Context: an optimization exercise on an open-source flow, tuned for small area, a short achievable clock period and few clock cycles per item. The choices shown serve that exercise and are no tape-out recipe. Only simulation tests tie the RTL to the original design; equivalence was not proved. Power and IR drop assume default switching activity.

== job 2257 ==
==> flow/design.v (excerpt) <==
module mdb_decode (
    input  wire        clk,
    input  wire        rst,             
    input  wire        start,           
    input  wire [7:0]  count,           
    input  wire        start_level,     
    output wire        ready,
    input  wire        pulse_valid,
    input  wire [15:0] pulse_dur,       
    output wire        pulse_ready,
    output reg         done,
    output reg  [3:0]  result,
    output reg  [7:0]  bitlen,
    output reg         found,
    output reg  [7:0]  start_idx,
    output reg  [3:0]  bytelen,
    output reg  [79:0] bytes,           
    output wire        csum_ok,
    output wire [71:0] frame,           
    output wire        frame_valid,
    output reg  [7:0]  stat_maxtimings,
    output reg  [11:0] stat_preamble,
    output reg  [11:0] stat_csumok,
    output reg  [11:0] stat_csumfail,
    output reg         ovf_bit,
    output reg         ovf_byte
);
    localparam [7:0]  BIT_CAP  = 8'd200;
    localparam [11:0] CNT_MAX  = 12'hFFF;
    reg        idle;           
    reg        ing;            
    reg  [7:0] pulses_left;
    reg        acc1;           
    reg        fin1;           
    reg        s1, l1;         
    reg        lv;             
    wire       level = ~lv;    
    assign ready       = idle;
    assign pulse_ready = ing;
    wire accept = start & idle;
    wire take   = pulse_valid & ing;
    wire is_long  = (pulse_dur >= 16'd80);
    wire is_short = (pulse_dur >= 16'd20) & ~is_long;
    reg        ovf;            
    reg        yovf;           
    reg  [3:0] st;
    wire [3:0] m      = st;
    wire       p      = st[3];
    wire [2:0] bitcnt = st[2:0];
    reg        pend;           
    reg  [6:0] acc;            
    reg  [7:0] xacc;           
    wire       csum;           
    function [4:0] kstep;      
        input [3:0] cm;
        input       b;
        begin
            case ({cm, b})
                5'b0000_0: kstep = 5'd0;   5'b0000_1: kstep = 5'd1;
                5'b0001_0: kstep = 5'd2;   5'b0001_1: kstep = 5'd1;
                5'b0010_0: kstep = 5'd0;   5'b0010_1: kstep = 5'd3;
  ...
export LEC_CHECK = 0
export CAP_MARGIN = 20
export CORE_MARGIN = 2
export CORE_UTILIZATION = 60
export SETUP_SLACK_MARGIN = 3.45
export SLEW_MARGIN = 20
export SYNTH_HIERARCHICAL = 1
export SYNTH_MINIMUM_KEEP_SIZE = 0
create_clock -name core_clock -period 6.0 [get_ports {clk}]
standard.sh (not shown) runs the stock make flow with config.mk's settings and CLKGATE_MAP_FILE= SYNTH_SCRIPT=/design/flow/synth_recipe.tcl, a recipe that flattens the netlist after the stock synthesis.
==> flow/flow/run.sh <==
#!/bin/bash
set -uo pipefail
export BUFFER_PORTS_ARGS="-buffer_cell sky130_fd_sc_hd__buf_1"
bash standard.sh finish > standard_flow.log 2>&1
Job 2257 ran to completion and came out clean on the timing, DRC and antenna checks.
Testbench counts of job 2257, summed over its fixed seeds: cycles 214,312, items 1,600.
[inputs] job 8861 vs job 2257
Settings: a change of CORE_UTILIZATION from 60 to 55; a change of SETUP_SLACK_MARGIN from 3.45 to 3.5.
Findings:
Summary of job 8861 over job 2257: core area now larger; clock insertion delay at the later pin of the skew report comparable.
Job 8861 falls short of job 2257 in worst hold slack.
Going from job 2257 to job 8861, routability congestion estimate went down; final core area utilization went down; count of clock-buffer cells in the layout went up.

== v6 ==
The RTL this note starts from:
==> flow/design.v <==
module mdb_decode (
    input  wire        clk,
    input  wire        rst,             
    input  wire        start,           
    input  wire [7:0]  count,           
    input  wire        start_level,     
    output wire        ready,
    input  wire        pulse_valid,
    input  wire [15:0] pulse_dur,       
    output wire        pulse_ready,
    output reg         done,
    output reg  [3:0]  result,
    output reg  [7:0]  bitlen,
    output reg         found,
    output reg  [7:0]  start_idx,
    output reg  [3:0]  bytelen,
    output reg  [79:0] bytes,           
    output wire        csum_ok,
    output wire [71:0] frame,           
    output wire        frame_valid,
    output reg  [7:0]  stat_maxtimings,
    output reg  [11:0] stat_preamble,
    output reg  [11:0] stat_csumok,
    output reg  [11:0] stat_csumfail,
    output reg         ovf_bit,
    output reg         ovf_byte
);
    localparam [7:0]  BIT_CAP  = 8'd200;
    localparam [11:0] CNT_MAX  = 12'hFFF;
    reg        idle;           
    reg        ing;            
    reg  [7:0] pulses_left;
    reg        acc1;           
    reg        fin1;           
    reg        fin2;           
    reg        s1, l1;         
    reg        lv;             
    wire       level = ~lv;    
    assign ready       = idle;
    assign pulse_ready = ing;
    wire accept = start & idle;
    wire take   = pulse_valid & ing;
    wire is_long  = (pulse_dur >= 16'd80);
    wire is_short = (pulse_dur >= 16'd20) & ~is_long;
    reg        ovf;            
    reg        yovf;           
    reg  [3:0] st;
    wire [3:0] m      = st;
    wire       p      = st[3];
    wire [2:0] bitcnt = st[2:0];
    reg        pend;           
    reg  [6:0] acc;            
    reg  [7:0] xacc;           
    wire       csum;           
    function [4:0] kstep;      
        input [3:0] cm;
        input       b;
        begin
            case ({cm, b})
                5'b0000_0: kstep = 5'd0;   5'b0000_1: kstep = 5'd1;
                5'b0001_0: kstep = 5'd2;   5'b0001_1: kstep = 5'd1;
                5'b0010_0: kstep = 5'd0;   5'b0010_1: kstep = 5'd3;
                5'b0011_0: kstep = 5'd4;   5'b0011_1: kstep = 5'd1;
                5'b0100_0: kstep = 5'd0;   5'b0100_1: kstep = 5'd5;
                5'b0101_0: kstep = 5'd6;   5'b0101_1: kstep = 5'd1;
                5'b0110_0: kstep = 5'd0;   5'b0110_1: kstep = 5'd7;
                5'b0111_0: kstep = 5'd8;   5'b0111_1: kstep = 5'd1;
                5'b1000_0: kstep = 5'd0;   5'b1000_1: kstep = 5'd9;
                5'b1001_0: kstep = 5'd10;  5'b1001_1: kstep = 5'd1;
                5'b1010_0: kstep = 5'd0;   5'b1010_1: kstep = 5'd11;
                5'b1011_0: kstep = 5'd12;  5'b1011_1: kstep = 5'd1;
                5'b1100_0: kstep = 5'd0;   5'b1100_1: kstep = 5'd13;
                5'b1101_0: kstep = 5'd14;  5'b1101_1: kstep = 5'd1;
                5'b1110_0: kstep = 5'd15;  5'b1110_1: kstep = 5'd13;
                5'b1111_0: kstep = 5'd0;   default:   kstep = 5'b10000;
            endcase
        end
    endfunction
    wire clr   = acc1;
    wire act   = ~ovf;             
    wire hi    = bitlen[7] & bitlen[6];            
    wire full  = hi & bitlen[3];                   
    wire at199 = hi & bitlen[2] & bitlen[1] & bitlen[0];
    wire b1    = act & (s1 | l1) & ~full;
    wire b2    = act & l1 & ~full & ~at199;
    wire ovf_now = act & (((s1 | l1) & full) | (l1 & at199));
    wire [7:0] bitlen_n = bitlen + {6'd0, b2, b1 & ~b2};
    wire [4:0] ka = kstep(m, level);
    wire [4:0] kb = kstep(ka[3:0], level);
    wire       found_now = b1 & ~found & ka[4];
    wire [3:0] m_n = (~b1 | found) ? m : (b2 & ~ka[4]) ? kb[3:0] : ka[3:0];
    wire dec_on = found & ~yovf;
    wire d1 = b1 & dec_on;
    wire d2 = b2 & (dec_on | found_now);
    wire eS    = dec_on & p;               
    wire eL    = dec_on;                   
    wire bc7   = (bitcnt == 3'd7);
    wire bl10  = bytelen[3] & bytelen[1];  
    wire bl8   = bytelen[3] & ~bytelen[1] & ~bytelen[0];
    wire ble8  = ~bytelen[3] | (~bytelen[1] & ~bytelen[0]);
    wire e     = (s1 & eS) | (l1 & eL);
    wire gdone = (s1 & eS & bc7) | (l1 & eL & bc7);
    wire ev = ~(p & pend) | level;
    wire p_n = d1 ? (d2 ? p : ~p) : (d2 | p);
    wire yovf_now = gdone & bl10;
    wire wbyte = gdone & ~bl10;
    wire xupd = e & ble8;
    wire [7:0] xacc_n = xupd ? {xacc[6:0], xacc[7] ^ ev} : xacc;
    wire [7:0] nbyte = {acc, ev};
    wire       bclr    = clr | (fin2 & ovf);
    wire [7:0] nbyte_w = {acc, ev} & {8{~bclr}};
    wire [7:0] sidx_w  = (bitlen + 8'd1) & {8{~bclr}};
    wire [3:0] blen_w  = (bytelen + 4'd1) & {4{~bclr}};
    wire fin     = fin2;
    wire fin_out = fin2;
    wire ovf_f   = ovf;
    wire found_f = found;
    wire yovf_f  = yovf;
    wire bl9p    = bytelen[3] & (bytelen[1] | bytelen[0]);    
    wire csum_f  = found & ~yovf & bl9p & (xacc == 8'd0);
    wire fail_f  = found & ~yovf & ~csum_f;
    assign csum_ok     = csum;
    assign frame_valid = csum;
    mdb_fgate #(.W(18)) fg0 (.clk(clk), .clr(clr), .fin(fin), .csum_f(csum_f),
                             .d(bytes[25:8]),  .q(frame[17:0]), .v(csum));
    mdb_fgate #(.W(18)) fg1 (.clk(clk), .clr(clr), .fin(fin), .csum_f(csum_f),
                             .d(bytes[43:26]), .q(frame[35:18]), .v());
    mdb_fgate #(.W(18)) fg2 (.clk(clk), .clr(clr), .fin(fin), .csum_f(csum_f),
                             .d(bytes[61:44]), .q(frame[53:36]), .v());
    mdb_fgate #(.W(18)) fg3 (.clk(clk), .clr(clr), .fin(fin), .csum_f(csum_f),
                             .d(bytes[79:62]), .q(frame[71:54]), .v());
    integer j;
    always @(posedge clk) begin
        for (j = 0; j < 10; j = j + 1)
            if (bclr | (wbyte & (bytelen == j)))
                bytes[79 - 8 * j -: 8] <= nbyte_w;
        if (bclr | found_now)
            start_idx <= sidx_w;
        if (bclr | wbyte)
            bytelen <= blen_w;
        if (clr) begin
            bitlen <= 8'd0;
            st     <= 4'd0;
            xacc   <= 8'd0;
        end else begin
            bitlen <= bitlen_n;
            if (found)
                st <= {p_n, e ? bitcnt + 3'd1 : bitcnt};
            else if (found_now)
                st <= {b2, 3'd0};
            else
                st <= m_n;
            xacc   <= xacc_n;
        end
        if (d1 | d2)
            pend <= level;
        if (e)
            acc <= {acc[5:0], ev};
        if (accept) begin
            lv          <= start_level;
            pulses_left <= count;
        end else if (take) begin
            lv          <= ~lv;
            pulses_left <= pulses_left - 8'd1;
        end
        s1 <= is_short & take;
        l1 <= is_long & take;
        if (fin)
            result <= {1'b0, found & yovf, ovf | fail_f, ~found};
        if (rst) begin
            idle            <= 1'b1;
            ing             <= 1'b0;
            acc1            <= 1'b0;
            fin2            <= 1'b0;
            fin1            <= 1'b0;
            done            <= 1'b0;
            found           <= 1'b0;
            ovf             <= 1'b0;
            yovf            <= 1'b0;
            stat_maxtimings <= 8'd0;
            stat_preamble   <= 12'd0;
            stat_csumok     <= 12'd0;
            stat_csumfail   <= 12'd0;
            ovf_bit         <= 1'b0;
            ovf_byte        <= 1'b0;
        end else begin
            acc1  <= accept;
            fin1  <= (take & (pulses_left == 8'd1)) | (acc1 & ~ing);
            fin2  <= fin1;
            done  <= fin_out;
            if (accept) begin
                idle <= 1'b0;
                ing  <= (count != 8'd0);
            end
            if (take & (pulses_left == 8'd1))
                ing <= 1'b0;
            if (fin_out)
                idle <= 1'b1;
            if (clr) begin
                found <= 1'b0;
                ovf   <= 1'b0;
                yovf  <= 1'b0;
                if (pulses_left > stat_maxtimings)
                    stat_maxtimings <= pulses_left;
            end else begin
                if (ovf_now) begin
                    ovf   <= 1'b1;
                    found <= 1'b0;
                end else if (found_now)
                    found <= 1'b1;
                if (yovf_now)
                    yovf <= 1'b1;
            end
            if (fin) begin
                if (found_f && stat_preamble != CNT_MAX)
                    stat_preamble <= stat_preamble + 12'd1;
                if (csum_f && stat_csumok != CNT_MAX)
                    stat_csumok <= stat_csumok + 12'd1;
                if (fail_f && stat_csumfail != CNT_MAX)
                    stat_csumfail <= stat_csumfail + 12'd1;
                if (ovf_f)
                    ovf_bit <= 1'b1;
                if (found_f & yovf_f)
                    ovf_byte <= 1'b1;
            end
        end
    end
endmodule
module mdb_fgate #(parameter W = 18) (
    input  wire         clk,
    input  wire         clr,
    input  wire         fin,
    input  wire         csum_f,
    input  wire [W-1:0] d,
    output wire [W-1:0] q,
    output reg          v
);
    always @(posedge clk) begin
        if (clr)
            v <= 1'b0;
        else if (fin)
            v <= csum_f;
    end
    assign q = d & {W{v}};
endmodule
export LEC_CHECK = 0
export CAP_MARGIN = 20
export CORE_MARGIN = 2
export CORE_UTILIZATION = 60
export SETUP_SLACK_MARGIN = 3.45
export SLEW_MARGIN = 20
export SYNTH_HIERARCHICAL = 1
export SYNTH_MINIMUM_KEEP_SIZE = 0
create_clock -name core_clock -period 6.0 [get_ports {clk}]
Scripts as last shown in full above: flow/flow/run.sh
Testbench counts of v6, summed over its fixed seeds: cycles 214,312, items 1,600.
### v6 -> v7
Settings: swapping 3.45 for 3.5 in SETUP_SLACK_MARGIN; swapping 60 for 55 in CORE_UTILIZATION.
v7: done, clean on timing, DRC and antenna
[compare] base=v6 new=v7: power consumed by the clock network down about 4%; shortest clock period the worst path allows after layout down 0.049 ns.
On leakage component of the power, v7 and v6 are basically level.
On wire length of the first global-routing pass, v7 and v6 are neck and neck.
[compare] base=v6 new=v7: area added between synthesis and finish saw an increase, worst setup slack increased by 0.049 ns relative to the old numbers, critical path depth went up by 1.
Going from v6 to v7, number of DRC violations after detailed-routing iteration 0 grew slightly.
Fraction of final layout cells with drive strength greater than 1 for v7 is higher than for v6.
Re total power draw: v7 and v6 aren't equal, and the lower value belongs to v7.
Non-clock buffer total of the final layout in v7 is 2 higher than in v6

## static timing again, ports no longer ideal
The results above use ideal ports. As a check the final layouts listed here were re-extracted and re-timed, cells and wires unchanged. Step 1 assumes that a clkbuf_16 drives the clock port and a buf_2 every other input. Step 2 adds t to the input delays and takes it off the output delays; t is the mean of the earliest and latest rising clock arrival at the registers after step 1. Input paths then give back, and output paths get back, about the clock's delay inside the block. Slacks: ideal / step 1 / step 2; pairs: ideal / step 1.
run | t, ns | slack for setup (ns) | clock arrival spread, ns | slew at the worst register clock pin (ns) | pins driven straight from the clock port
job 2257 | 0.468 | 3.573 / 3.529 / 3.595 | 0.011 / 0.011 | 0.07 / 0.07 | 1
job 8861 | 0.458 | 3.596 / 3.555 / 3.640 | 0.010 / 0.010 | 0.07 / 0.07 | 1
v6 | 0.468 | 3.521 / 3.475 / 3.545 | 0.013 / 0.012 | 0.07 / 0.07 | 1
v7 | 0.465 | 3.571 / 3.530 / 3.639 | 0.011 / 0.012 | 0.07 / 0.07 | 1
After both steps every run listed still meets setup and hold.
